Context: an optimization exercise on an open-source flow, tuned for small area, a short achievable clock period and few clock cycles. The choices shown serve that exercise and are no tape-out recipe. The RTL was checked by simulation tests, not by an equivalence proof against the original design. Power and IR drop assume default switching activity.

**config.mk**
```make
export PLATFORM = sky130hd
export DESIGN_NAME = ctr_drbg
export DESIGN_NICKNAME = ctr_drbg
export VERILOG_FILES = /design/flow/design.v
export SDC_FILE = /design/flow/constraint.sdc
export NUM_CORES = 4
export LEC_CHECK = 0
export CAP_MARGIN = 30
export CORE_MARGIN = 2
export CORE_UTILIZATION = 55
export SETUP_SLACK_MARGIN = 5
export SLEW_MARGIN = 40
```
**constraint.sdc**
```tcl
create_clock -name core_clock -period 10.0 [get_ports {clk}]
set_input_delay 2.0000 -clock core_clock [delete_from_list [all_inputs] [get_ports {clk}]]
set_output_delay 2.0000 -clock core_clock [all_outputs]
set_load 0.01 [all_outputs]
```
**design.v**
```verilog
module ctr_drbg (
  input              clk,
  input              rst,
  input              cmd_valid,
  output             cmd_ready,
  input       [31:0] cmd_data,
  input              cmd_last,
  output             rsp_valid,
  input              rsp_ready,
  output      [2:0]  rsp_status,
  output      [31:0] rsp_data,
  output             rsp_last,
  output             cph_req_valid,
  input              cph_req_ready,
  output             cph_req_op,
  output [127:0]     cph_req_key,
  output [127:0]     cph_req_blk,
  input              cph_rsp_valid,
  input              cph_rsp_err,
  input  [127:0]     cph_rsp_data
);
  localparam [127:0] DFC = 128'h000102030405060708090A0B0C0D0E0F;
  localparam [127:0] IV1 = {32'd1, 96'd0};
  localparam [2:0] ST_OK = 3'd0, ST_INVLEN = 3'd1, ST_RESEED = 3'd2, ST_CIPHER = 3'd3,
                   ST_INVSTATE = 3'd4, ST_ILLEGAL = 3'd5;
  localparam [1:0] L_EMPTY = 2'd0, L_LIVE = 2'd1, L_DESTROYED = 2'd2;
  localparam [2:0] F_HDR = 3'd0, F_LEN = 3'd1, F_DATA = 3'd2, F_DRAIN = 3'd3, F_DONE = 3'd4;
  localparam [4:0] X_IDLE = 5'd0,  X_I0 = 5'd1,  X_I1 = 5'd2,  X_I2 = 5'd3,  X_I3 = 5'd4,
                   X_IW   = 5'd5,  X_D0 = 5'd6,  X_D1 = 5'd7,  X_D2 = 5'd8,  X_D3 = 5'd9,
                   X_D4   = 5'd10, X_D5 = 5'd11, X_DR = 5'd12, X_BK0 = 5'd13, X_BK1 = 5'd14,
                   X_K    = 5'd15, X_X1 = 5'd16, X_X2 = 5'd17, X_KS = 5'd18, X_DW = 5'd19,
                   X_GC   = 5'd20, X_G0 = 5'd21, X_G1 = 5'd22, X_G2 = 5'd23, X_ED = 5'd24,
                   X_DS   = 5'd25, X_AB = 5'd26, X_CB = 5'd27;
  localparam [3:0] T_NONE = 4'd0, T_KREG = 4'd1, T_ZKT = 4'd2, T_C0 = 4'd3, T_C1 = 4'd4,
                   T_T1R = 4'd5, T_T2R = 4'd6, T_X1 = 4'd7, T_X2 = 4'd8, T_KEY = 4'd9,
                   T_T1P = 4'd10, T_T2P = 4'd11, T_OUT0 = 4'd12, T_OUT1 = 4'd13, T_KEYC = 4'd14;
  localparam [2:0] KS_HOLD = 3'd0, KS_DFC = 3'd1, KS_ZERO = 3'd2, KS_KREG = 3'd3,
                   KS_T1R = 3'd4, KS_RK0 = 3'd5, KS_FWD = 3'd6;
  localparam [2:0] BS_HOLD = 3'd0, BS_ZERO = 3'd1, BS_IV1 = 3'd2, BS_ADD = 3'd3, BS_XOR = 3'd4;
  reg  [1:0]   q;                        
  reg  [127:0] rk0, rk1, rk2, rk3;       
  reg  [127:0] rv0, rv1, rv2, rv3;       
  reg          cpend, cwk, cwv, czero;   
  reg  [1:0]   cslot;
  reg          m_init;
  reg  [7:0]   life;                     
  reg  [11:0]  rcm;                      
  reg  [2:0]   fst;
  reg  [3:0]   h_op;
  reg          h_ai, h_ok, hnew;
  reg  [1:0]   h_sidx, lcnt;
  reg  [33:0]  lsum;                     
  reg  [5:0]   req_m1;                   
  reg          req_bad, addl_bad, bad, nk, lastlen, chk_pend, pst_v;
  reg  [2:0]   pst;
  reg          cmd_rdy;
  reg  [127:0] pb;
  reg  [1:0]   widx;
  reg          dfi, blk_rdy, fin, pad_pend, pbres, xab;
  reg          sk_v;                     
  reg  [31:0]  sk_d;
  reg  [4:0]   xst;
  reg  [127:0] kreg, cv0, cv1, t1r, t2r;
  reg          kv, zv, c0v, c1v, t1v, spend, p1done, xdec;
  reg  [2:0]   gk, pk, x_n;
  reg          fx;                       
  reg  [3:0]   x_op;
  reg          x_ai, x_nk, x_pstv, x_bad, x_fdone, blkdone;
  reg  [1:0]   x_sidx;
  reg  [5:0]   x_req;
  reg  [2:0]   x_pst;
  reg          cerr, e3, e4;
  reg          rq_v, rq_op;
  reg  [127:0] rq_key, rq_blk;
  reg  [4:0]   tq0, tq1, tq2, tq3, tq4, tq5, tq6, tq7;
  reg  [3:0]   tcnt;
  reg          r_act, rgen;
  reg  [2:0]   rstat;
  reg  [3:0]   rbeat, nbeat;
  reg  [1:0]   rlb;
  reg          ov0, ov1, occ0, occ1;
  reg          o_v, o_l;
  reg  [2:0]   o_s;
  reg  [31:0]  o_d;
  assign cmd_ready     = cmd_rdy;
  assign rsp_valid     = o_v;
  assign rsp_status    = o_s;
  assign rsp_data      = o_d;
  assign rsp_last      = o_l;
  assign cph_req_valid = rq_v;
  assign cph_req_op    = rq_op;
  assign cph_req_key   = rq_key;
  assign cph_req_blk   = rq_blk;
  wire o_init = (h_op == 4'd1);
  wire o_inst = (h_op == 4'd2);
  wire o_res  = (h_op == 4'd3);
  wire o_gen  = (h_op == 4'd4);
  wire o_des  = (h_op == 4'd5);
  wire df_op  = o_inst | o_res | (o_gen & h_ai);
  wire [1:0] nlw = o_inst ? 2'd3 : (o_res | o_gen) ? 2'd2 : 2'd0;
  wire [3:0]  c_op    = cmd_data[3:0];
  wire        c_known = (c_op >= 4'd1) && (c_op <= 4'd5);
  wire        c_hok   = c_known && (cmd_data[7:5] == 3'd0) && (cmd_data[31:16] == 16'd0) &&
                        (!cmd_data[4] || c_op == 4'd4) &&
                        ((c_op == 4'd1) ? (cmd_data[15:8] == 8'd0) : (cmd_data[15:8] < 8'd4));
  wire        c_nlw0  = !(c_op == 4'd2 || c_op == 4'd3 || c_op == 4'd4);
  wire        c_dfop  = (c_op == 4'd2) || (c_op == 4'd3) || (c_op == 4'd4 && cmd_data[4]);
  wire [1:0] cur_life = life[2*h_sidx +: 2];
  wire [2:0] cur_rcm  = rcm[3*h_sidx +: 3];
  reg life_ok;
  always @(*) begin
    case (h_op)
      4'd1:    life_ok = !m_init;
      4'd2:    life_ok = m_init && (cur_life != L_DESTROYED);
      4'd3:    life_ok = m_init && (cur_life == L_LIVE);
      4'd4:    life_ok = m_init && (cur_life == L_LIVE);
      default: life_ok = 1'b1;
    endcase
  end
  wire len_bad = (lsum[33:29] != 5'd0);
  wire [2:0] pst_c = (!h_ok || addl_bad)               ? ST_ILLEGAL :
                     !life_ok                          ? ST_INVSTATE :
                     (len_bad || (o_gen && req_bad))   ? ST_INVLEN :
                     (o_gen && cur_rcm == 3'd7)        ? ST_RESEED : ST_OK;
  wire [2:0] nblk  = {1'b0, req_m1[5:4]} + 3'd1;    
  wire [2:0] nblk1 = {1'b0, req_m1[5:4]} + 3'd2;    
  wire cmd_fire = cmd_valid && cmd_rdy;
  wire fdone = (fst == F_DONE);
  wire pgood = pst_v && (pst == ST_OK) && !bad && fdone;
  wire abort = (pst_v && pst != ST_OK) || bad;
  wire         xstart  = (xst == X_IDLE) && hnew;
  wire [3:0]   xw_op   = xstart ? h_op    : x_op;
  wire         xw_ai   = xstart ? h_ai    : x_ai;
  wire [1:0]   xw_sidx = xstart ? h_sidx  : x_sidx;
  wire [5:0]   xw_req  = xstart ? req_m1  : x_req;
  wire         xw_nk   = xstart ? nk      : x_nk;
  wire         xw_pstv = xstart ? pst_v   : x_pstv;
  wire [2:0]   xw_pst  = xstart ? pst     : x_pst;
  wire         xw_bad  = xstart ? bad     : x_bad;
  wire         xw_fdone = xstart ? fdone  : x_fdone;
  wire xo_inst = (xw_op == 4'd2);
  wire xo_gen  = (xw_op == 4'd4);
  wire [2:0] x_nblk  = {1'b0, xw_req[5:4]} + 3'd1;
  wire [2:0] x_nblk1 = {1'b0, xw_req[5:4]} + 3'd2;
  wire x_pgood = xw_pstv && (xw_pst == ST_OK) && !xw_bad && xw_fdone;
  wire x_abort = (xw_pstv && xw_pst != ST_OK) || xw_bad;
  wire [2:0] x_cur_rcm = rcm[3*xw_sidx +: 3];
  wire       ans   = cph_rsp_valid;
  wire [3:0] acode = tq0[3:0];
  wire       alast = tq0[4];
  wire a_kreg = ans && (acode == T_KREG);
  wire a_zkt  = ans && (acode == T_ZKT);
  wire a_c0   = ans && (acode == T_C0);
  wire a_c1   = ans && (acode == T_C1);
  wire a_x1   = ans && (acode == T_X1);
  wire a_t1p  = ans && (acode == T_T1P);
  wire aerr   = ans && cph_rsp_err;
  wire allans = (tcnt == 4'd0) || (tcnt == 4'd1 && ans);
  wire cerr_a = cerr | aerr;
  wire e3_a   = e3 | (aerr && (acode == T_NONE || acode == T_OUT0 || acode == T_OUT1));
  wire e4_a   = e4 | (aerr && (acode == T_T1P || acode == T_T2P || acode == T_KEYC));
  wire rw      = cpend && (q == cslot);
  wire at_slot = (q == xw_sidx) && !cpend;
  wire copy_ok = (q == xw_sidx) && !(cpend && cslot == xw_sidx);
  reg  [1:0]   ab;        
  reg  [2:0]   ainc;
  reg  [127:0] abv;
  always @(*) begin
    case (s_ab)
      2'd0:    abv = rq_blk;
      2'd1:    abv = pb;
      2'd2:    abv = rv0;
      default: abv = 128'd0;
    endcase
  end
  wire [127:0] asum = abv + {125'd0, s_ainc};
  reg  [1:0]   xs;        
  reg          pm;        
  reg          fm;        
  wire [127:0] xsrc = (s_xs == 2'd0) ? cv0 : (s_xs == 2'd1) ? cv1 : cph_rsp_data;
  wire [127:0] xval = xsrc ^ (s_pm ? pb : 128'd0);
  wire [127:0] fwdk = cph_rsp_data ^ (s_fm ? cv1 : 128'd0);
  wire        dfon  = df_op && !xab;
  wire        fw    = (lsum[33:3] == 31'd0) && !(lsum[2] && lsum[1:0] != 2'd0);    
  wire        fw4   = fw && (lsum[2:0] == 3'd4);
  wire        more8 = (fst == F_DATA) && (lsum[33:4] != 30'd0 || (lsum[3] && lsum[2:0] != 3'd0));
  wire [31:0] dword = !fw ? cmd_data :
                      (lsum[2:0] == 3'd1) ? {cmd_data[31:24], 8'h80, 16'd0} :
                      (lsum[2:0] == 3'd2) ? {cmd_data[31:16], 8'h80, 8'd0} :
                      (lsum[2:0] == 3'd3) ? {cmd_data[31:8], 8'h80} : cmd_data;
  wire [127:0] oslot = rbeat[2] ? cv1 : cv0;
  wire [31:0]  oword = oslot[127 - 32*rbeat[1:0] -: 32];
  wire         olast = (rbeat == nbeat);
  wire [31:0]  omask = !olast ? 32'hFFFFFFFF :
                       (rlb == 2'd0) ? 32'hFF000000 :
                       (rlb == 2'd1) ? 32'hFFFF0000 :
                       (rlb == 2'd2) ? 32'hFFFFFF00 : 32'hFFFFFFFF;
  reg  [2:0]   fst_n;
  reg  [3:0]   h_op_n;
  reg          h_ai_n, h_ok_n, hnew_n;
  reg  [1:0]   h_sidx_n, lcnt_n;
  reg  [33:0]  lsum_n;
  reg  [5:0]   req_m1_n;
  reg          req_bad_n, addl_bad_n, bad_n, nk_n, lastlen_n, chk_pend_n, pst_v_n;
  reg  [2:0]   pst_n;
  reg  [127:0] pb_n;
  reg  [1:0]   widx_n;
  reg          dfi_n, blk_rdy_n, fin_n, pad_pend_n, pbres_n, xab_n, sk_v_n;
  reg  [31:0]  sk_d_n;
  reg  [4:0]   xst_n, xse;
  reg  [127:0] kreg_n, cv0_n, cv1_n, t1r_n, t2r_n;
  reg          kv_n, zv_n, c0v_n, c1v_n, t1v_n, spend_n, p1done_n, xdec_n;
  reg  [2:0]   gk_n, pk_n, x_n_n;
  reg          fx_n, x_ai_n, x_nk_n, x_pstv_n, x_bad_n, x_fdone_n, blkdone_n;
  reg  [3:0]   x_op_n;
  reg  [1:0]   x_sidx_n;
  reg  [5:0]   x_req_n;
  reg  [2:0]   x_pst_n;
  reg          cerr_n, e3_n, e4_n;
  reg          rq_v_n, rq_op_n;
  reg  [127:0] rq_key_n, rq_blk_n;
  reg  [4:0]   tq_n [0:7];
  reg  [3:0]   tcnt_n;
  reg          r_act_n, rgen_n;
  reg  [2:0]   rstat_n;
  reg  [3:0]   rbeat_n, nbeat_n;
  reg  [1:0]   rlb_n;
  reg          ov0_n, ov1_n, occ0_n, occ1_n;
  reg          o_v_n, o_l_n;
  reg  [2:0]   o_s_n;
  reg  [31:0]  o_d_n;
  reg          cpend_n, cwk_n, cwv_n, czero_n;
  reg  [1:0]   cslot_n;
  reg          m_init_n;
  reg  [7:0]   life_n;
  reg  [11:0]  rcm_n;
  reg          cmd_rdy_n;
  reg  [2:0]   s_iks, s_ibs, s_ainc;
  reg  [1:0]   s_ab, s_xs;
  reg          s_pm, s_fm;
  reg  [13:0]  sel_nx;
  reg  [4:0]   st_nx;
  reg          xstart_nx;
  reg  [5:0]   req_nx;
  reg          g2keyc;
  function [4:0] first_state(input [3:0] op, input ai);
    case (op)
      4'd1:    first_state = X_I0;
      4'd2:    first_state = X_D0;
      4'd3:    first_state = X_D0;
      4'd4:    first_state = ai ? X_D0 : X_GC;
      4'd5:    first_state = X_DS;
      default: first_state = X_AB;
    endcase
  endfunction
  function [13:0] selfn(input [4:0] st, input kv_, input zv_, input c0v_, input c1v_,
                        input [2:0] gk_, input [2:0] pk_, input [2:0] xn_, input [2:0] nb1_);
    reg [2:0] ks, bs, ai;
    reg [1:0] a_, x_;
    reg       p_;
    begin
      ks = KS_HOLD; bs = BS_HOLD; a_ = 2'd0; ai = 3'd1; x_ = 2'd0; p_ = 1'b0;
      case (st)
        X_I0, X_D0: ks = KS_DFC;
        X_I1, X_D1: ks = KS_ZERO;
        X_I2:       begin ks = KS_KREG; bs = BS_ZERO; end
        X_I3, X_D3: bs = BS_IV1;
        X_D2:       begin ks = kv_ ? KS_KREG : KS_FWD; bs = BS_ZERO; end
        X_D4:       begin ks = zv_ ? KS_T1R : KS_FWD; bs = BS_ADD; a_ = 2'd3; end
        X_D5, X_G1: begin bs = BS_ADD; a_ = 2'd0; end
        X_DR:       begin ks = KS_RK0; bs = BS_ADD; a_ = 2'd2; end
        X_BK0:      begin ks = KS_KREG; bs = BS_XOR; x_ = c0v_ ? 2'd0 : 2'd2; p_ = 1'b1; end
        X_BK1:      begin bs = BS_XOR; x_ = c1v_ ? 2'd1 : 2'd2; p_ = 1'b1; end
        X_K:        ks = kv_ ? KS_KREG : KS_FWD;
        X_X1:       begin ks = kv_ ? KS_KREG : KS_FWD; bs = BS_XOR; x_ = 2'd1; end
        X_X2:       begin bs = BS_XOR; x_ = c1v_ ? 2'd1 : 2'd2; end
        X_KS:       ks = KS_T1R;
        X_GC:       begin ks = KS_RK0; bs = BS_ADD; a_ = 2'd2; ai = nb1_; end
        X_G0:       begin ks = KS_KREG; bs = BS_ADD; a_ = 2'd1; ai = nb1_; end
        X_G2:       begin ks = KS_KREG; bs = BS_ADD; a_ = 2'd1; ai = (gk_ != xn_) ? gk_ + 3'd1 : pk_ + 3'd1; end
        X_CB:       begin a_ = 2'd1; ai = xn_; end
        default: ;
      endcase
      selfn = {ks, bs, a_, ai, x_, p_};
    end
  endfunction
  reg          iv, iop, iout, p1last;
  reg  [2:0]   iks, ibs;
  reg  [3:0]   itag;
  reg          ld;
  reg          dec, dgen;
  reg  [2:0]   dstat;
  reg  [4:0]   tqa [0:8];
  reg  [3:0]   wpos;
  integer      i;
  always @(*) begin
    fst_n = fst; h_op_n = h_op; h_ai_n = h_ai; h_ok_n = h_ok; hnew_n = hnew;
    h_sidx_n = h_sidx; lcnt_n = lcnt; lsum_n = lsum; req_m1_n = req_m1;
    req_bad_n = req_bad; addl_bad_n = addl_bad; bad_n = bad; nk_n = nk; lastlen_n = lastlen;
    chk_pend_n = chk_pend; pst_v_n = pst_v; pst_n = pst;
    pb_n = pb; widx_n = widx; dfi_n = dfi; blk_rdy_n = blk_rdy; fin_n = fin;
    pad_pend_n = pad_pend; pbres_n = pbres; xab_n = xab; sk_v_n = sk_v; sk_d_n = sk_d;
    xst_n = xst; kreg_n = kreg; cv0_n = cv0; cv1_n = cv1; t1r_n = t1r; t2r_n = t2r;
    kv_n = kv; zv_n = zv; c0v_n = c0v; c1v_n = c1v; t1v_n = t1v; spend_n = spend;
    p1done_n = p1done; xdec_n = xdec; gk_n = gk; pk_n = pk; x_n_n = x_n;
    fx_n = fx; x_op_n = x_op; x_ai_n = x_ai; x_nk_n = x_nk; x_pstv_n = x_pstv; x_bad_n = x_bad;
    x_fdone_n = x_fdone; x_sidx_n = x_sidx; x_req_n = x_req; x_pst_n = x_pst; blkdone_n = blkdone;
    cerr_n = cerr; e3_n = e3; e4_n = e4;
    rq_v_n = rq_v; rq_op_n = rq_op; rq_key_n = rq_key; rq_blk_n = rq_blk;
    tcnt_n = tcnt;
    r_act_n = r_act; rgen_n = rgen; rstat_n = rstat; rbeat_n = rbeat; nbeat_n = nbeat;
    rlb_n = rlb; ov0_n = ov0; ov1_n = ov1; occ0_n = occ0; occ1_n = occ1;
    o_v_n = o_v; o_l_n = o_l; o_s_n = o_s; o_d_n = o_d;
    cpend_n = cpend; cwk_n = cwk; cwv_n = cwv; czero_n = czero; cslot_n = cslot;
    m_init_n = m_init; life_n = life; rcm_n = rcm;
    iv = 1'b0; iop = 1'b0; iout = 1'b0; p1last = 1'b0;
    iks = KS_HOLD; ibs = BS_HOLD; itag = T_NONE;
    ab = 2'd0; ainc = 3'd1; xs = 2'd0; pm = 1'b0; fm = 1'b0;
    dec = 1'b0; dgen = 1'b0; dstat = ST_OK;
    if (rw) cpend_n = 1'b0;
    if (rq_v && cph_req_ready) rq_v_n = 1'b0;
    if (ans) begin
      cerr_n = cerr_a;
      e3_n   = e3_a;
      e4_n   = e4_a;
      if (alast) p1done_n = 1'b1;
      case (acode)
        T_KREG: begin kreg_n = cph_rsp_data; kv_n = 1'b1; end
        T_ZKT:  begin t1r_n = cph_rsp_data; zv_n = 1'b1; end
        T_C0:   begin cv0_n = cph_rsp_data; c0v_n = 1'b1; end
        T_C1:   begin cv1_n = cph_rsp_data; c1v_n = 1'b1; end
        T_T1R:  t1r_n = cph_rsp_data;
        T_KEYC: t1r_n = cph_rsp_data;
        T_T2R:  t2r_n = cph_rsp_data;
        T_X1:   begin cv1_n = cph_rsp_data; t1r_n = t1r ^ cph_rsp_data; c1v_n = 1'b1; end
        T_X2:   begin
                  cv0_n = cph_rsp_data;
                  t2r_n = t2r ^ cph_rsp_data;
                  if (xo_gen) pb_n = t2r ^ cph_rsp_data;
                end
        T_KEY:  begin t1r_n = cph_rsp_data; kreg_n = cph_rsp_data; end
        T_T1P:  begin t1r_n = cph_rsp_data ^ (xw_ai ? cv1 : 128'd0); t1v_n = 1'b1; end
        T_T2P:  t2r_n = cph_rsp_data ^ (xw_ai ? cv0 : 128'd0);
        T_OUT0: begin cv0_n = cph_rsp_data; ov0_n = 1'b1; end
        T_OUT1: begin cv1_n = cph_rsp_data; ov1_n = 1'b1; end
        default: ;
      endcase
    end
    if (chk_pend && (fx || xst == X_IDLE || xdec)) begin
      chk_pend_n = 1'b0;
      pst_v_n    = 1'b1;
      pst_n      = pst_c;
      if (lastlen && lsum != 34'd0) bad_n = 1'b1;
    end
    if (dfi && !pbres && (fx || xst == X_IDLE)) begin
      pb_n         = {lsum[28:0], 3'b000, 32'd256, 64'd0};
      dfi_n        = 1'b0;
      widx_n       = 2'd2;
      if (lastlen && lsum == 34'd0) begin
        pb_n[63:32] = 32'h80000000;
        blk_rdy_n   = 1'b1;
        fin_n       = 1'b1;
      end
    end
    if (cmd_fire && fst == F_DATA && dfon && lsum != 34'd0 && blk_rdy) begin
      sk_v_n = 1'b1;
      sk_d_n = cmd_data;
    end
    if (cmd_fire && fst == F_DATA && dfon && lsum != 34'd0 && !blk_rdy) begin
      case (dfi ? 2'd2 : widx)
        2'd0: pb_n[127:96] = dword;
        2'd1: pb_n[95:64]  = dword;
        2'd2: pb_n[63:32]  = dword;
        default: pb_n[31:0] = dword;
      endcase
      widx_n = (dfi ? 2'd2 : widx) + 2'd1;
      if (fw) begin
        if (!fw4) begin blk_rdy_n = 1'b1; fin_n = 1'b1; end
        else begin
          case (dfi ? 2'd2 : widx)
            2'd0: begin pb_n[95:64] = 32'h80000000; blk_rdy_n = 1'b1; fin_n = 1'b1; end
            2'd1: begin pb_n[63:32] = 32'h80000000; blk_rdy_n = 1'b1; fin_n = 1'b1; end
            2'd2: begin pb_n[31:0]  = 32'h80000000; blk_rdy_n = 1'b1; fin_n = 1'b1; end
            default: begin blk_rdy_n = 1'b1; pad_pend_n = 1'b1; end
          endcase
        end
      end else if ((dfi ? 2'd2 : widx) == 2'd3)
        blk_rdy_n = 1'b1;
    end
    case (fst)
      F_HDR: if (cmd_fire) begin
        h_op_n     = c_op;
        h_ai_n     = cmd_data[4];
        h_sidx_n   = cmd_data[9:8];
        h_ok_n     = c_hok;
        hnew_n     = 1'b1;
        lcnt_n     = 2'd0;
        lsum_n     = 34'd0;
        req_m1_n   = 6'd0;
        req_bad_n  = 1'b0;
        addl_bad_n = 1'b0;
        bad_n      = 1'b0;
        nk_n       = 1'b0;
        lastlen_n  = 1'b0;
        pst_v_n    = 1'b0;
        dfi_n      = 1'b0;
        widx_n     = 2'd0;
        blk_rdy_n  = 1'b0;
        fin_n      = 1'b0;
        pad_pend_n = 1'b0;
        sk_v_n     = 1'b0;
        xab_n      = 1'b0;
        if (!c_known || c_nlw0) begin
          if (c_known && !cmd_last) bad_n = 1'b1;
          chk_pend_n = 1'b1;
          fst_n      = cmd_last ? F_DONE : F_DRAIN;
        end else if (cmd_last) begin
          bad_n      = 1'b1;
          chk_pend_n = 1'b1;
          fst_n      = F_DONE;
        end else
          fst_n = F_LEN;
      end
      F_LEN: if (cmd_fire) begin
        lcnt_n = lcnt + 2'd1;
        if (o_gen && lcnt == 2'd0) begin
          req_m1_n  = cmd_data[5:0] - 6'd1;
          req_bad_n = (cmd_data == 32'd0) || (cmd_data > 32'd64);
          nk_n      = 1'b1;
        end else
          lsum_n = lsum + {2'b00, cmd_data};
        if (o_gen && lcnt == 2'd1)
          addl_bad_n = !h_ai && (cmd_data != 32'd0);
        if (lcnt + 2'd1 == nlw) begin
          chk_pend_n = 1'b1;
          dfi_n      = df_op;
          if (cmd_last) begin
            lastlen_n = 1'b1;
            fst_n     = F_DONE;
          end else
            fst_n = F_DATA;
        end else if (cmd_last) begin
          bad_n      = 1'b1;
          chk_pend_n = 1'b1;
          fst_n      = F_DONE;
        end
      end
      F_DATA: if (cmd_fire) begin
        if (lsum == 34'd0) begin
          bad_n = 1'b1;
          fst_n = cmd_last ? F_DONE : F_DRAIN;
        end else begin
          lsum_n = fw ? 34'd0 : lsum - 34'd4;
          if (cmd_last) begin
            if (!fw) bad_n = 1'b1;
            fst_n = F_DONE;
          end else if (fw) begin
            bad_n = 1'b1;
            fst_n = F_DRAIN;
          end
        end
      end
      F_DRAIN: if (cmd_fire && cmd_last) fst_n = F_DONE;
      F_DONE: if (fx && !hnew && pst_v && !chk_pend && (!dfon || blkdone)) fst_n = F_HDR;
      default: ;
    endcase
    if (fst == F_HDR && cmd_fire) fx_n = 1'b0;
    xse = xst;
    if (xst == X_IDLE && hnew) begin
      case (h_op)
        4'd1:    xse = X_I0;
        4'd2:    xse = X_D0;
        4'd3:    xse = X_D0;
        4'd4:    xse = h_ai ? X_D0 : X_GC;
        4'd5:    xse = X_DS;
        default: xse = X_AB;
      endcase
    end
    case (xse)
      X_I0:  begin iv = 1'b1; iop = 1'b1; iks = KS_DFC;  itag = T_KREG; end
      X_I1:  begin iv = 1'b1; iop = 1'b1; iks = KS_ZERO; itag = T_NONE; end
      X_I2:  begin iv = kv;   iks = KS_KREG; ibs = BS_ZERO; itag = T_NONE; end
      X_I3:  begin iv = 1'b1; ibs = BS_IV1; itag = T_NONE; end
      X_D0:  begin iv = 1'b1; iop = 1'b1; iks = KS_DFC;  itag = T_KREG; end
      X_D1:  begin iv = 1'b1; iop = 1'b1; iks = KS_ZERO; itag = T_ZKT; end
      X_D2:  begin
               iv = (kv || a_kreg) && !occ0 && !occ1;
               iks = kv ? KS_KREG : KS_FWD; ibs = BS_ZERO; itag = T_C0;
             end
      X_D3:  begin iv = 1'b1; ibs = BS_IV1; itag = T_C1; end
      X_D4:  begin
               iv = zv || a_zkt;
               iks = zv ? KS_T1R : KS_FWD; ibs = BS_ADD; ab = 2'd3; ainc = 3'd1; itag = T_T1R;
             end
      X_D5:  begin iv = 1'b1; ibs = BS_ADD; ab = 2'd0; ainc = 3'd1; itag = T_T2R; end
      X_DR:  begin iv = at_slot; iks = KS_RK0; ibs = BS_ADD; ab = 2'd2; ainc = 3'd1; itag = T_T1R; end
      X_BK0: begin
               iv = blk_rdy && (c0v || a_c0);
               iks = KS_KREG; ibs = BS_XOR; xs = c0v ? 2'd0 : 2'd2; pm = 1'b1;
               itag = fin ? T_KREG : T_C0;
             end
      X_BK1: begin
               iv = c1v || a_c1;
               ibs = BS_XOR; xs = c1v ? 2'd1 : 2'd2; pm = 1'b1; itag = T_C1;
             end
      X_K:   begin
               iv = kv || a_kreg; iop = 1'b1;
               iks = kv ? KS_KREG : KS_FWD; itag = T_KREG;
             end
      X_X1:  begin
               iv = (kv || a_kreg) && c1v;
               iks = kv ? KS_KREG : KS_FWD; ibs = BS_XOR; xs = 2'd1; itag = T_X1;
             end
      X_X2:  begin
               iv = c1v || a_x1;
               ibs = BS_XOR; xs = c1v ? 2'd1 : 2'd2; itag = T_X2;
             end
      X_KS:  begin iv = 1'b1; iop = 1'b1; iks = KS_T1R; itag = T_KEY; end
      X_GC:  begin
               iv = copy_ok && xw_nk;
               iks = KS_RK0; ibs = BS_ADD; ab = 2'd2; ainc = x_nblk1; itag = T_T1P;
             end
      X_G0:  begin iv = xw_nk; iks = KS_KREG; ibs = BS_ADD; ab = 2'd1; ainc = x_nblk1; itag = T_T1P; end
      X_G1:  begin iv = 1'b1; ibs = BS_ADD; ab = 2'd0; ainc = 3'd1; itag = T_T2P; end
      X_G2:  begin
               if (spend && (t1v || a_t1p)) begin
                 iv = 1'b1; iop = 1'b1;
                 iks = t1v ? KS_T1R : KS_FWD; fm = xw_ai;
                 itag = T_KEYC; p1last = (gk == x_n);
               end else if (gk != x_n) begin
                 iv = 1'b1; iks = KS_KREG; ibs = BS_ADD; ab = 2'd1; ainc = gk + 3'd1;
                 p1last = !spend && (gk + 3'd1 == x_n);
                 if (gk == pk && !gk[2] && !gk[1] && !(gk[0] ? occ1 : occ0)) begin
                   iout = 1'b1; itag = gk[0] ? T_OUT1 : T_OUT0;
                 end else
                   itag = T_NONE;
               end else if (pk != x_n) begin
                 iout = 1'b1;
                 iv = pk[0] ? !occ1 : !occ0;
                 iks = KS_KREG; ibs = BS_ADD; ab = 2'd1; ainc = pk + 3'd1;
                 itag = pk[0] ? T_OUT1 : T_OUT0;
               end
             end
      default: ;
    endcase
    if ((cpend && !iout && itag != T_KREG) || tcnt[3]) iv = 1'b0;
    ld = iv && (!rq_v || cph_req_ready);
    g2keyc = (xse == X_G2) && spend && (t1v || a_t1p);
    if (ld) begin
      rq_v_n  = 1'b1;
      rq_op_n = iop;
      if (g2keyc)
        rq_key_n = t1v ? t1r : fwdk;
      else begin
        case (s_iks)
          KS_DFC:  rq_key_n = DFC;
          KS_ZERO: rq_key_n = 128'd0;
          KS_KREG: rq_key_n = kreg;
          KS_T1R:  rq_key_n = t1r;
          KS_RK0:  rq_key_n = rk0;
          KS_FWD:  rq_key_n = fwdk;
          default: ;
        endcase
        case (s_ibs)
          BS_ZERO: rq_blk_n = 128'd0;
          BS_IV1:  rq_blk_n = IV1;
          BS_ADD:  rq_blk_n = asum;
          BS_XOR:  rq_blk_n = xval;
          default: ;
        endcase
      end
    end
    if (xse != xst) begin
      hnew_n = 1'b0;
      fx_n   = 1'b1;
      blkdone_n = 1'b0;
      cerr_n = 1'b0; e3_n = 1'b0; e4_n = 1'b0;
      p1done_n = 1'b0; xdec_n = 1'b0; spend_n = 1'b0;
    end
    case (xse)
      X_I0: if (ld) begin kv_n = 1'b0; xst_n = X_I1; end else xst_n = X_I0;
      X_I1: if (ld) xst_n = X_I2;
      X_I2: if (ld) xst_n = X_I3;
      X_I3: if (ld) xst_n = X_IW;
      X_IW: if (allans && x_pgood && !r_act) begin
        dec = 1'b1; dstat = cerr_a ? ST_CIPHER : ST_OK;
        if (!cerr_a) m_init_n = 1'b1;
        xst_n = X_IDLE;
      end
      X_D0: if (ld) begin kv_n = 1'b0; xst_n = xo_inst ? X_D1 : X_DR; end else xst_n = X_D0;
      X_D1: if (ld) begin zv_n = 1'b0; xst_n = X_D2; end
      X_D2: if (ld) begin c0v_n = 1'b0; xst_n = X_D3; end
      X_D3: if (ld) begin c1v_n = 1'b0; xst_n = xo_inst ? X_D4 : X_BK0; end
      X_D4: if (ld) xst_n = X_D5;
      X_D5: if (ld) xst_n = xo_inst ? X_BK0 : X_D2;
      X_DR: if (ld) xst_n = X_D5;
      X_BK0: if (ld) begin
        c0v_n = 1'b0;
        if (fin) kv_n = 1'b0;
        xst_n = X_BK1;
      end
      X_BK1: if (ld) begin
        c1v_n      = 1'b0;
        pb_n       = pad_pend ? {32'h80000000, 96'd0} : sk_v_n ? {sk_d_n, 96'd0} : 128'd0;
        widx_n     = (pad_pend || sk_v_n) ? 2'd1 : 2'd0;
        blk_rdy_n  = pad_pend;
        fin_n      = pad_pend;
        pad_pend_n = 1'b0;
        sk_v_n     = 1'b0;
        if (fin) blkdone_n = 1'b1;
        xst_n      = fin ? X_K : X_BK0;
      end
      X_K:  if (ld) begin kv_n = 1'b0; xst_n = X_X1; end
      X_X1: if (ld) begin c1v_n = 1'b0; xst_n = X_X2; end
      X_X2: if (ld) xst_n = X_KS;
      X_KS: if (ld) xst_n = X_DW;
      X_DW: if (allans && x_pgood && (xo_gen || !r_act)) begin
        if (cerr_a) begin
          if (!r_act) begin
            dec = 1'b1; dstat = ST_CIPHER;
            xst_n = X_IDLE;
          end
        end else if (xo_gen) begin
          cpend_n = 1'b1; cslot_n = xw_sidx; cwk_n = 1'b1; cwv_n = 1'b1; czero_n = 1'b0;
          pbres_n = 1'b1;
          xst_n   = X_G0;
        end else begin
          dec = 1'b1; dstat = ST_OK;
          cpend_n = 1'b1; cslot_n = xw_sidx; cwk_n = 1'b1; cwv_n = 1'b1; czero_n = 1'b0;
          if (xo_inst) life_n[2*xw_sidx +: 2] = L_LIVE;
          rcm_n[3*xw_sidx +: 3] = 3'd0;
          xst_n = X_IDLE;
        end
      end
      X_GC: if (copy_ok) begin
        kreg_n  = rk0;
        pb_n    = rv0;
        pbres_n = 1'b1;
        x_n_n   = x_nblk;
        if (ld) begin t1v_n = 1'b0; xst_n = X_G1; end
        else xst_n = X_G0;
      end else xst_n = X_GC;
      X_G0: begin
        x_n_n = x_nblk;
        if (ld) begin t1v_n = 1'b0; xst_n = X_G1; end
      end
      X_G1: if (ld) begin spend_n = 1'b1; gk_n = 3'd0; pk_n = 3'd0; xst_n = X_G2; end
      X_G2: begin
        if (ld) begin
          if (itag == T_KEYC) spend_n = 1'b0;
          else begin
            if (gk != x_n) gk_n = gk + 3'd1;
            if (iout) begin
              pk_n = pk + 3'd1;
              if (pk + 3'd1 == x_n) pbres_n = 1'b0;
              if (pk[0]) occ1_n = 1'b1; else occ0_n = 1'b1;
            end
          end
        end
        if (!xdec && (p1done || (ans && alast)) && x_pgood && !r_act) begin
          dec = 1'b1; dgen = !e3_a && !e4_a; xdec_n = 1'b1;
          if (e3_a) dstat = ST_CIPHER;
          else if (e4_a)
            dstat = ST_CIPHER;       
          else begin
            dstat = ST_OK;
            cpend_n = 1'b1; cslot_n = xw_sidx; cwk_n = 1'b1; cwv_n = 1'b1; czero_n = 1'b0;
            rcm_n[3*xw_sidx +: 3] = x_cur_rcm + 3'd1;
          end
        end
        if (dec && !dgen) xst_n = (e4_a && !e3_a) ? X_CB : X_ED;
        else if ((xdec || dec) && pk_n == x_n) xst_n = X_IDLE;
      end
      X_CB: begin
        t2r_n = asum;
        cpend_n = 1'b1; cslot_n = xw_sidx; cwk_n = 1'b0; cwv_n = 1'b1; czero_n = 1'b0;
        xst_n = X_ED;
      end
      X_ED: if (tcnt == 4'd0 || (tcnt == 4'd1 && ans)) begin
        ov0_n = 1'b0; ov1_n = 1'b0; occ0_n = 1'b0; occ1_n = 1'b0;
        pbres_n = 1'b0;
        xst_n = X_IDLE;
      end else xst_n = X_ED;
      X_DS: if (x_pgood && !cpend && !r_act) begin
        dec = 1'b1; dstat = ST_OK;
        cpend_n = 1'b1; cslot_n = xw_sidx; cwk_n = 1'b1; cwv_n = 1'b1; czero_n = 1'b1;
        life_n[2*xw_sidx +: 2] = L_DESTROYED;
        xst_n = X_IDLE;
      end else xst_n = X_DS;
      X_AB: if (allans && xw_fdone && xw_pstv && !r_act) begin
        dec = 1'b1; dstat = xw_bad ? ST_ILLEGAL : xw_pst;
        pbres_n = 1'b0;
        ov0_n = 1'b0; ov1_n = 1'b0; occ0_n = 1'b0; occ1_n = 1'b0;
        xst_n = X_IDLE;
      end else xst_n = X_AB;
      default: ;
    endcase
    if (x_abort && xse != X_IDLE && xse != X_AB && xse != X_ED && !xdec && !dec) begin
      xst_n = X_AB;
      if (fx_n) xab_n = 1'b1;
    end
    tqa[0] = tq0; tqa[1] = tq1; tqa[2] = tq2; tqa[3] = tq3;
    tqa[4] = tq4; tqa[5] = tq5; tqa[6] = tq6; tqa[7] = tq7; tqa[8] = 5'd0;
    for (i = 0; i < 8; i = i + 1)
      tq_n[i] = ans ? tqa[i + 1] : tqa[i];
    wpos = tcnt - {3'd0, ans};
    if (ld) begin
      for (i = 0; i < 8; i = i + 1)
        if (wpos == i) tq_n[i] = {p1last, itag};
    end
    tcnt_n = tcnt + {3'd0, ld} - {3'd0, ans};
    if (o_v && rsp_ready) o_v_n = 1'b0;
    if (r_act && (!o_v || rsp_ready) && (!rgen || (rbeat[2] ? ov1 : ov0))) begin
      o_v_n   = 1'b1;
      o_s_n   = rstat;
      o_l_n   = olast;
      o_d_n   = rgen ? (oword & omask) : 32'd0;
      rbeat_n = rbeat + 4'd1;
      if (olast) r_act_n = 1'b0;
      if (rgen && (rbeat[1:0] == 2'd3 || olast)) begin
        if (rbeat[2]) begin ov1_n = 1'b0; occ1_n = 1'b0; end
        else begin ov0_n = 1'b0; occ0_n = 1'b0; end
      end
    end
    if (dec) begin
      r_act_n = 1'b1;
      rgen_n  = dgen;
      rstat_n = dstat;
      rbeat_n = 4'd0;
      nbeat_n = dgen ? xw_req[5:2] : 4'd0;
      rlb_n   = xw_req[1:0];
      if ((!o_v || rsp_ready) && (!dgen || ov0)) begin
        o_v_n   = 1'b1;
        o_s_n   = dstat;
        o_l_n   = (nbeat_n == 4'd0);
        o_d_n   = !dgen ? 32'd0 :
                  (nbeat_n != 4'd0) ? cv0[127:96] :
                  (xw_req[1:0] == 2'd0) ? {cv0[127:120], 24'd0} :
                  (xw_req[1:0] == 2'd1) ? {cv0[127:112], 16'd0} :
                  (xw_req[1:0] == 2'd2) ? {cv0[127:104], 8'd0} : cv0[127:96];
        rbeat_n = 4'd1;
        if (nbeat_n == 4'd0) begin
          r_act_n = 1'b0;
          if (dgen) begin ov0_n = 1'b0; occ0_n = 1'b0; end
        end
      end
    end
    if (fx_n) begin
      x_op_n = h_op_n; x_ai_n = h_ai_n; x_sidx_n = h_sidx_n; x_req_n = req_m1_n; x_nk_n = nk_n;
      x_pstv_n = pst_v_n; x_pst_n = pst_n; x_bad_n = bad_n; x_fdone_n = (fst_n == F_DONE || fst_n == F_HDR);
    end
    xstart_nx = (xst_n == X_IDLE) && hnew_n;
    st_nx     = xstart_nx ? first_state(h_op_n, h_ai_n) : xst_n;
    req_nx    = xstart_nx ? req_m1_n : x_req_n;
    sel_nx    = selfn(st_nx, kv_n, zv_n, c0v_n, c1v_n, gk_n, pk_n, x_n_n,
                      {1'b0, req_nx[5:4]} + 3'd2);
    cmd_rdy_n = (fst_n == F_HDR) || (fst_n == F_LEN) || (fst_n == F_DRAIN) ||
                (fst_n == F_DATA && (!(df_op && !xab_n) ||
                                     (!pbres_n && (fx_n || xst_n == X_IDLE) &&
                                      (!blk_rdy_n || (!sk_v_n && !pad_pend_n && more8)))));
  end
  always @(posedge clk) begin
    rk0 <= rk1; rk1 <= rk2; rk2 <= rk3;
    rv0 <= rv1; rv1 <= rv2; rv2 <= rv3;
    rk3 <= (rw && cwk) ? (czero ? 128'd0 : t1r) : rk0;
    rv3 <= (rw && cwv) ? (czero ? 128'd0 : t2r) : rv0;
    h_op <= h_op_n; h_ai <= h_ai_n; h_ok <= h_ok_n; h_sidx <= h_sidx_n; lcnt <= lcnt_n;
    lsum <= lsum_n; req_m1 <= req_m1_n; req_bad <= req_bad_n; addl_bad <= addl_bad_n;
    bad <= bad_n; nk <= nk_n; lastlen <= lastlen_n; pst <= pst_n;
    pb <= pb_n; widx <= widx_n; dfi <= dfi_n; blk_rdy <= blk_rdy_n; fin <= fin_n;
    pad_pend <= pad_pend_n; xab <= xab_n; sk_v <= sk_v_n; sk_d <= sk_d_n;
    kreg <= kreg_n; cv0 <= cv0_n; cv1 <= cv1_n; t1r <= t1r_n; t2r <= t2r_n;
    kv <= kv_n; zv <= zv_n; c0v <= c0v_n; c1v <= c1v_n; t1v <= t1v_n; spend <= spend_n;
    p1done <= p1done_n; xdec <= xdec_n; gk <= gk_n; pk <= pk_n; x_n <= x_n_n;
    x_op <= x_op_n; x_ai <= x_ai_n; x_nk <= x_nk_n; x_pstv <= x_pstv_n; x_bad <= x_bad_n;
    x_fdone <= x_fdone_n; x_sidx <= x_sidx_n; x_req <= x_req_n; x_pst <= x_pst_n;
    blkdone <= blkdone_n;
    cerr <= cerr_n; e3 <= e3_n; e4 <= e4_n;
    rq_op <= rq_op_n; rq_key <= rq_key_n; rq_blk <= rq_blk_n;
    {s_iks, s_ibs, s_ab, s_ainc, s_xs, s_pm} <= sel_nx;
    s_fm <= (st_nx == X_G2) && (xstart_nx ? h_ai_n : x_ai_n);
    tq0 <= tq_n[0]; tq1 <= tq_n[1]; tq2 <= tq_n[2]; tq3 <= tq_n[3];
    tq4 <= tq_n[4]; tq5 <= tq_n[5]; tq6 <= tq_n[6]; tq7 <= tq_n[7];
    rgen <= rgen_n; rstat <= rstat_n; rbeat <= rbeat_n; nbeat <= nbeat_n; rlb <= rlb_n;
    o_l <= o_l_n; o_s <= o_s_n; o_d <= o_d_n;
    cwk <= cwk_n; cwv <= cwv_n; czero <= czero_n; cslot <= cslot_n;
    rcm <= rcm_n;
    if (rst) begin
      q        <= 2'd0;
      cpend    <= 1'b0;
      m_init   <= 1'b0;
      life     <= 8'd0;
      fst      <= F_HDR;
      hnew     <= 1'b0;
      fx       <= 1'b0;
      chk_pend <= 1'b0;
      pst_v    <= 1'b0;
      pbres    <= 1'b0;
      xst      <= X_IDLE;
      rq_v     <= 1'b0;
      tcnt     <= 4'd0;
      r_act    <= 1'b0;
      occ0     <= 1'b0;
      occ1     <= 1'b0;
      ov0      <= 1'b0;
      ov1      <= 1'b0;
      o_v      <= 1'b0;
      cmd_rdy  <= 1'b0;
    end else begin
      q        <= q + 2'd1;
      cpend    <= cpend_n;
      m_init   <= m_init_n;
      life     <= life_n;
      fst      <= fst_n;
      hnew     <= hnew_n;
      fx       <= fx_n;
      chk_pend <= chk_pend_n;
      pst_v    <= pst_v_n;
      pbres    <= pbres_n;
      xst      <= xst_n;
      rq_v     <= rq_v_n;
      tcnt     <= tcnt_n;
      r_act    <= r_act_n;
      occ0     <= occ0_n;
      occ1     <= occ1_n;
      ov0      <= ov0_n;
      ov1      <= ov1_n;
      o_v      <= o_v_n;
      cmd_rdy  <= cmd_rdy_n;
    end
  end
endmodule
```
**run.sh**
```bash
#!/bin/bash
# synth_recipe.tcl (not shown) runs the flow's synth.tcl, then flattens the netlist and writes it again
# the make line also repeats each setting of config.mk as NAME=value (left out here)
make -C /OpenROAD-flow-scripts/flow DESIGN_CONFIG=/design/flow/config.mk WORK_HOME=/design/flow/orfs CLKGATE_MAP_FILE= SYNTH_SCRIPT=/design/flow/synth_recipe.tcl finish
```
==> flow_metrics.py, run 1 <==
metrics = {
    "synth": {
        "async_flop_share": 0,
        "yosysSeqAreaShare": 0.5214,
        "syn_area_per_cell_um2": 9.753,
        "syn_area_mm2": 0.1065,
        "synth.area.mux_share": 0.07220,
        "synth_edf_count": 856,
        "synth_xor_area_frac": 0.07056,
        "synth_fa_ha_area_frac": 0.008552,
        "synth_compound_area_frac": 0.1620,
        "synth_flop_cell": "dfxtp_1",
        "post-synth-top-area-fraction": 0.2801,
        "synth-seq-cells": 2346,
        "ys_top_cells_by_area": "dfxtp_1 28%, edfxtp_1 24%, nand2_1 5.5%",
        "ys_types": 106,
        "synthesis.nets": 11160,
        "yosys_warnings": 3,
        "syn_inst": 10920,
        "yosysTopAreaCell": "dfxtp_1",
        "synthSimpleGateAreaFrac": 0.1254,
        "synth_top_family_by_area": "compound AO/OA/AOI/OAI gates",
    },
    "timing": {
        "fin_crit_ns": 5.059,
        "setup_violations": 0,
        "slew_headroom": 0.3312,
        "whs_ns": 0.2961,
        "final.period_utilization": 0.5059,
        "rsz0062_at_grt": "true",
        "slew_viol_final": 0,
        "worst_slack_ns": 4.941,
        "hold_viol_final": 0,
        "fmax_mhz": 197.7,
        "setup_tns_ns": 0,
        "fin_skew_ns": 0.06055,
        "tightest_slew_ns": 1.000,
    },
    "flow_run": {
        "cap_violations": 0,
    },
    "critical_path": {
        "required_ns": 10.64,
        "r2r_cells": 13,
        "criticalPathCategory": "reg -> reg",
        "reg2reg_from": "s_ab[1]$_DFF_P_",
        "slowest_delay_ns": 0.85,
        "cp_max_fo": 13,
        "path_cells": "buf_4 > buf_16 > and2b_1 > a21oi_1 > nor2_1 > or4b_4 > and4b_4 > nand3_4 > or4_4 > or3_4 > nor3b_4 > xor2_2 > o22ai_1",
        "crit_arrival_ns": 5.70,
        "reg2reg_slack_ns": 4.94,
        "crit_family": "simple AND/OR/NAND/NOR gates",
        "crit_slowest_cell": "and2b_1",
        "r2r-end": "rq_blk[104]$_DFFE_PP_",
        "crit_path_end_kind": "flip-flop",
        "worst-path-buf-inv": 2,
        "start_kind": "flip-flop",
    },
    "route": {
        "dr_total_vias": 92160,
        "wl_mm": 460.7,
        "first_pass_iters": 9,
        "routed.top_layer": "met5",
        "wl_met1_mm": 158.2,
        "wl_met2_mm": 194.5,
        "wire_per_inst_um": 33.15,
        "dr.first_iter.drc_count": 12890,
        "met3_wirelength_mm": 53.93,
        "drtAntennaViolNets": 0,
        "viasPerCell": 6.632,
        "drc": 0,
    },
    "floorplan": {
        "die_height_um": 444.1,
        "start_util": 0.5536,
        "dieArea_mm2": 0.1972,
        "coreArea_mm2": 0.1924,
        "fp.dieW_um": 444.1,
        "io_pins": 464,
        "rows": 161,
    },
    "global_route": {
        "grt.total_usage": 0.4505,
        "grt_antenna_before_repair": 63,
        "grt_max_degree": 173,
        "grt_overflow_total": 0,
        "grt_pass1_vias": 85290,
        "grt_pass1_wl_mm": 637.7,
    },
    "layout": {
        "final_area_mm2": 0.1242,
        "final_layout_size_suffix_gt1_frac": 0.1131,
        "nets": 11330,
        "area_growth_syn_to_layout_pct": 16.59,
    },
    "clock_tree": {
        "root_buffer": "clkbuf_16",
        "htreeDepth": 4,
        "cts.reportedPaths.clkPinSlew_ns": 0.07,
        "clock_path_buffers": 3,
        "holdBufCountCts": 0,
        "cts-buffers-inserted": 234,
        "insertion_delay_ns": 0.94,
        "cts_sinks": 2346,
        "cts_tree": "done",
    },
    "pwr": {
        "leakage_nw": 44.51,
        "cellPowerDensity_mw_per_mm2": 288.0,
        "vdd_drop_max_uv": 233.6,
    },
    "placement": {
        "dp_slack_ns": 2.667,
        "dpl-instance-area_mm2": 0.1135,
        "io_buffers": 463,
        "gp_congestion": 1.029,
        "place_hpwl_mm": 304.9,
    },
    "min_path": {
        "hold_class": "reg -> reg",
        "min_from": "rk1[2]$_DFF_P_",
        "holdPathEnd": "rk0[2]$_DFF_P_",
        "min_path_cells": 0,
    },
    "run_status": {
        "status": "no timing/DRC/antenna violations",
    },
}
[layout make-up]
cell class	instances	area, µm²
Fill cell	15440	68200
Sequential cell	2346	55590
Multi-Input combinational cell	7477	48080
Timing Repair Buffer	823	8260
Clock buffer	345	6992
Tap cell	2526	3161
Clock inverter	104	1115
Inverter	211	812.0
Antenna cell	65	162.7
[worst max path at each step]
stage                 startpoint                    end  slack, ns  cells after the start
2_1_floorplan      cph_rsp_valid    rq_blk[0]$_DFFE_PP_       3.07                     10
3_3_place_gp       cph_rsp_valid       s_iks[0]$_DFF_P_       2.68                     14
3_5_place_dp       cph_rsp_valid       s_iks[2]$_DFF_P_       2.67                     16
4_1_cts        xst[2]$_SDFF_PP0_       s_iks[2]$_DFF_P_       4.93                     14
5_1_grt          s_ab[1]$_DFF_P_  rq_blk[104]$_DFFE_PP_       4.90                     15
6_report         s_ab[1]$_DFF_P_  rq_blk[104]$_DFFE_PP_       4.94                     13
[stage by stage]
| step | instances | power (mW) | utilization |
|---|---|---|---|
| after global routing | 13850 | 36.87 | 0.6448 |
| final | 13900 | 35.77 | 0.6455 |
| after detailed placement | 13240 | 25.69 | 0.5899 |
| after floorplan | 10920 | 20.45 | - |
| after global placement | 13230 | 25.47 | 0.5880 |
| after CTS | 13770 | 35.26 | 0.6389 |
[cell usage in the layout (no fill, tap or decap), types with 35 or more instances in the layout]
cell	synthesis	routed
dfxtp_1	1490	1470
edfxtp_1	856	856
clkbuf_8	0	40
o2111ai_1	68	65
nor2b_1	54	45
clkbuf_1	654	56
clkinv_2	0	51
clkbuf_16	0	251
nand3_1	192	186
o22ai_1	236	235
clkdlybuf4s50_1	0	434
diode_2	0	65
xor2_1	613	611
o21ai_0	850	831
nand2b_1	163	160
a2111oi_0	41	38
inv_1	209	206
o31ai_1	138	137
ha_1	68	65
nor2_1	633	610
buf_4	9	272
mux2_2	195	192
nand2_1	1559	1531
mux2i_1	471	467
a21oi_1	746	732
a22o_1	164	164
o21a_1	44	44
xnor2_1	245	243
a22oi_1	101	99
a31oi_1	40	35
nor3_1	211	194
a211oi_1	144	142
[where the power goes]
part	internal, mW	switching (mW)
Sequential	12.3	1.78
Combinational	4.73	7.77
Clock	5.17	4.05
[layer usage]
layer / GRT usage / vias to the layer above
li1: - / 39110
met1: 0.5317 / 44160
met2: 0.6586 / 7052
met3: 0.1241 / 1811
met4: 0.4337 / 38
met5: 0 / -
[flip-flops by register name, indices dropped and copies added (netlist names), 12 cells and up, named ones only]
name	flops
cv0	128
cv1	128
kreg	128
lsum	34
o_d	32
pb	128
rcm	12
rk0	128
rk1	128
rk2	128
rk3	128
rq_blk	128
rq_key	128
rv0	128
rv1	128
rv2	128
rv3	128
sk_d	32
t1r	128
t2r	128
[cells in the mapped netlist (101+ instances only)]
cell and number:
o22ai_1 236, xnor2_1 245, nand2_1 1559, a211oi_1 144, edfxtp_1 856, buf_1 195, nor2_1 633, o31ai_1 138
mux2_2 195, o21ai_0 850, nand3_1 192, a22oi_1 101, nand2b_1 163, xor2_1 613, mux2i_1 471, inv_1 209
a21oi_1 746, dfxtp_1 1490, clkbuf_1 654, a22o_1 164, nor3_1 211
[what timing repair did]
action,CTS,global route
gates resized for setup,132,92
buffers inserted,69,39
setup endpoints to repair,714,149
gates cloned,11,3
pin swaps,31,37
[logic make-up (layout without fill, tap and decap cells)]
family | after synthesis | after routing
flops | 2346 | 2346
fa+ha+maj | 71 | 71
buf+inv | 1104 | 1483
compound gates | 2788 | 2790
other cells | 0 | 65
mux | 701 | 701
xor+xnor | 858 | 858
simple gates | 3052 | 3057
Testbench counts, summed over its fixed seeds: cycles 13,520.
==> inputs of run 2 (changes only) <==
--- a/config.mk
+++ b/config.mk
@@ -9,3 +9,3 @@
 export CORE_MARGIN = 2
-export CORE_UTILIZATION = 55
+export CORE_UTILIZATION = 40
 export SETUP_SLACK_MARGIN = 5
==> run 2 against run 1 <==
- largest cell class unchanged
- cell count is 7.6% higher
- routed wire length is 4.0% higher
- fmax is 2.5% lower
- total power is 2.7% higher
- clock power is 8% higher
- register-to-register slack worse by 0.13 ns
==> flow_metrics.py, run 2 <==
metrics = {
    "synth": {
        "syn_area_mm2": 0.1065,
        "synth.area.mux_share": 0.07220,
        "synth_flop_cell": "dfxtp_1",
        "post-synth-top-area-fraction": 0.2801,
        "synth_xor_area_frac": 0.07056,
        "yosysTopAreaCell": "dfxtp_1",
        "async_flop_share": 0,
        "ys_types": 106,
        "synth_fa_ha_area_frac": 0.008552,
        "synth_edf_count": 856,
        "yosysSeqAreaShare": 0.5214,
        "syn_area_per_cell_um2": 9.753,
        "ys_top_cells_by_area": "dfxtp_1 28%, edfxtp_1 24%, nand2_1 5.5%",
        "synth_common_cells": "1559 x nand2_1, 1490 x dfxtp_1, 856 x edfxtp_1, 850 x o21ai_0, 746 x a21oi_1",
        "synthSimpleGateAreaFrac": 0.1254,
        "syn_inst": 10920,
        "yosysMostFrequentCell": "nand2_1",
        "synth_top_family_by_area": "compound AO/OA/AOI/OAI gates",
        "yosys_warnings": 3,
        "synthesis.nets": 11160,
        "synth_compound_area_frac": 0.1620,
        "synth-seq-cells": 2346,
    },
    "layout": {
        "final_common_cell": "nand2_1",
        "layout_common_cells": "1531 x nand2_1, 1470 x dfxtp_1, 856 x edfxtp_1",
        "nets": 11400,
        "area_growth_syn_to_layout_pct": 18.86,
        "final_layout_size_suffix_gt1_frac": 0.1172,
    },
    "critical_path": {
        "startpoint": "s_ab[1]$_DFF_P_",
        "criticalPathCategory": "reg -> reg",
        "r2r_cells": 18,
        "required_ns": 10.59,
        "start_kind": "flip-flop",
        "r2r-end": "rq_blk[104]$_DFFE_PP_",
        "cp_max_fo": 4,
        "reg2reg_from": "s_ab[1]$_DFF_P_",
        "crit_path_end_kind": "flip-flop",
        "reg2reg_slack_ns": 4.81,
        "critPathCapture": "rq_blk[104]$_DFFE_PP_",
        "crit_arrival_ns": 5.78,
    },
    "timing": {
        "slew_headroom": 0.2954,
        "setup_violations": 0,
        "slew_viol_final": 0,
        "worst_slack_ns": 4.812,
        "rsz0062_at_grt": "true",
        "final.period_utilization": 0.5188,
        "tightest_slew_ns": 1.046,
        "setup_tns_ns": 0,
        "fin_skew_ns": 0.07437,
        "hold_viol_final": 0,
        "fmax_mhz": 192.8,
        "fin_crit_ns": 5.188,
    },
    "pwr": {
        "leakage_nw": 44.77,
        "cellPowerDensity_mw_per_mm2": 290.1,
        "vdd_drop_max_uv": 259.9,
    },
    "global_route": {
        "grt_max_degree": 161,
        "grt_pass1_vias": 85520,
        "grt_pass1_wl_mm": 659.3,
        "grt_overflow_total": 0,
        "grt.total_usage": 0.3391,
        "grt_antenna_before_repair": 78,
    },
    "clock_tree": {
        "cts-buffers-inserted": 270,
        "clock_path_buffers": 4,
        "insertion_delay_ns": 0.89,
        "cts_sinks": 2346,
        "cts_tree": "done",
        "root_buffer": "clkbuf_16",
        "cts.reportedPaths.clkPinSlew_ns": 0.06,
        "htreeDepth": 5,
    },
    "route": {
        "first_pass_iters": 28,
        "wl_mm": 479.4,
        "viasPerCell": 6.102,
        "wire_per_inst_um": 32.06,
        "drc": 0,
        "dr.first_iter.drc_count": 12600,
        "drtAntennaViolNets": 0,
        "dr_total_vias": 91240,
    },
    "floorplan": {
        "coreArea_mm2": 0.2651,
        "io_pins": 464,
        "start_util": 0.4018,
        "die_height_um": 520.0,
        "rows": 189,
        "dieArea_mm2": 0.2704,
        "fp.dieW_um": 520.0,
    },
    "placement": {
        "gp_congestion": 0.9927,
        "place_hpwl_mm": 322.6,
        "dp_slack_ns": 2.554,
        "io_buffers": 463,
    },
    "min_path": {
        "hold_class": "reg -> reg",
    },
    "flow_run": {
        "cap_violations": 0,
    },
    "run_status": {
        "status": "no timing/DRC/antenna violations",
    },
}
-- run 2: cell counts after synthesis --
No cell type changed its count.
-- run 2: worst min-delay path by stage --
stage                startpoint                to  slack (ns)  cells past startpoint
2_1_floorplan    rk1[0]$_DFF_P_    rk0[0]$_DFF_P_        0.31                      0
3_3_place_gp    rv2[74]$_DFF_P_   rv1[74]$_DFF_P_        0.31                      0
3_5_place_dp   rk1[125]$_DFF_P_  rk0[125]$_DFF_P_        0.31                      0
4_1_cts        rk3[123]$_DFF_P_  rk2[123]$_DFF_P_        0.29                      0
5_1_grt        rk1[107]$_DFF_P_  rk0[107]$_DFF_P_        0.31                      0
6_report       rk3[123]$_DFF_P_  rk2[123]$_DFF_P_        0.29                      0
-- run 2: cell families (layout without fill, tap and decap cells) --
family / count (synthesis) / count (layout)
compound gates: 2788 / 2788
xor+xnor: 858 / 858
fa+ha+maj: 71 / 71
buf+inv: 1104 / 1556
flops: 2346 / 2346
mux: 701 / 701
other cells: 0 / 44
simple gates: 3052 / 3056
-- run 2: where the power goes --
| part | switching, mW | internal (mW) |
|---|---|---|
| registers | 1.77 | 12.2 |
| logic | 7.95 | 4.78 |
| clock network | 4.21 | 5.83 |
| total | 13.9 | 22.8 |
-- run 2: per-layer routing --
layer | routed length [µm] | share of wire | global-route usage
met3 | 52670 | 0.11 | 0.08725
met5 | 432 | 0.00090 | 0
met2 | 206100 | 0.43 | 0.5093
met1 | 175300 | 0.37 | 0.4144
met4 | 44820 | 0.093 | 0.2653
-- run 2: final cells by class --
| class | instances | area (µm²) |
|---|---|---|
| fill | 24230 | 138500 |
| sequential | 2346 | 55590 |
| multi-input combinational | 7474 | 48130 |
| timing repair buffer | 857 | 8661 |
| clock buffer | 398 | 8006 |
| tap | 3533 | 4420 |
| clock inverter | 90 | 860.8 |
| inverter | 211 | 815.8 |
| antenna | 44 | 110.1 |
-- run 2: worst max-delay path, cell delays in order, from the launching register on --
cell       delay (ns)
dfxtp_4          0.36
buf_12           0.15
buf_4            0.17
buf_4            0.17
mux2i_1          0.14
o2bb2ai_2        0.27
o2111a_1         0.32
nand2_2          0.12
or3_4            0.42
or4b_4           0.54
buf_12           0.15
and4b_4          0.41
buf_6            0.13
nand3_4          0.06
or4_4            0.56
or3_4            0.38
nor3b_2          0.19
xor2_1           0.23
o22ai_1          0.10
-- run 2: through the flow --
step                instance area (µm²)  std cells  power, mW  hold WS (ns)    util
floorplan                        106900      10920      20.45        0.3096       -
global placement                 114600      14260      25.83        0.3095  0.4322
detailed placement               115200      14280      26.06        0.3121  0.4345
CTS                              125600      14870      36.54        0.2949  0.4739
global route                     126500      14920      37.95        0.3067  0.4772
finish                           126600      14950      36.73        0.2938  0.4775
-- run 2: timing repair --
action                                  in CTS  in global routing
endpoints found under the setup margin     779                125
buffers inserted                            97                 34
hold buffers                                 0                  0
pin swaps                                   49                 42
resized for setup                          153                 92
gates cloned                                 8                  1

static timing again, ports no longer ideal:
In the flow no input, the clock included, has a driving cell. The finished layouts below were timed again as built, in two steps.
Step 1 sets driving cells, clkbuf_16 on the clock port and buf_2 on the other inputs (assumed; they add their load-dependent delay and slew).
Step 2 adds t to the input delays and takes it off the output delays; t is the mean of the earliest and latest rising clock arrival at the registers after step 1. Input paths then give back, and output paths get back, about the clock's delay inside the block.
Slacks: ideal ports / drivers / drivers and shift; pairs: ideal ports / drivers.
| run | shift t [ns] | setup slack, ns | latest minus earliest clock arrival (ns) | worst slew at a driven data input, ns |
|---|---|---|---|---|
| run 1 | 1.002 | 4.941 / 4.941 / 4.162 | 0.061 / 0.061 | 0.19 |
| run 2 | 0.953 | 4.812 / 4.812 / 4.210 | 0.074 / 0.074 | 0.21 |
After both steps setup and hold are still met in every run listed. The setup slack of run 1, which loses most, moves by 0.000 ns with the drivers and by -0.779 ns with both steps.
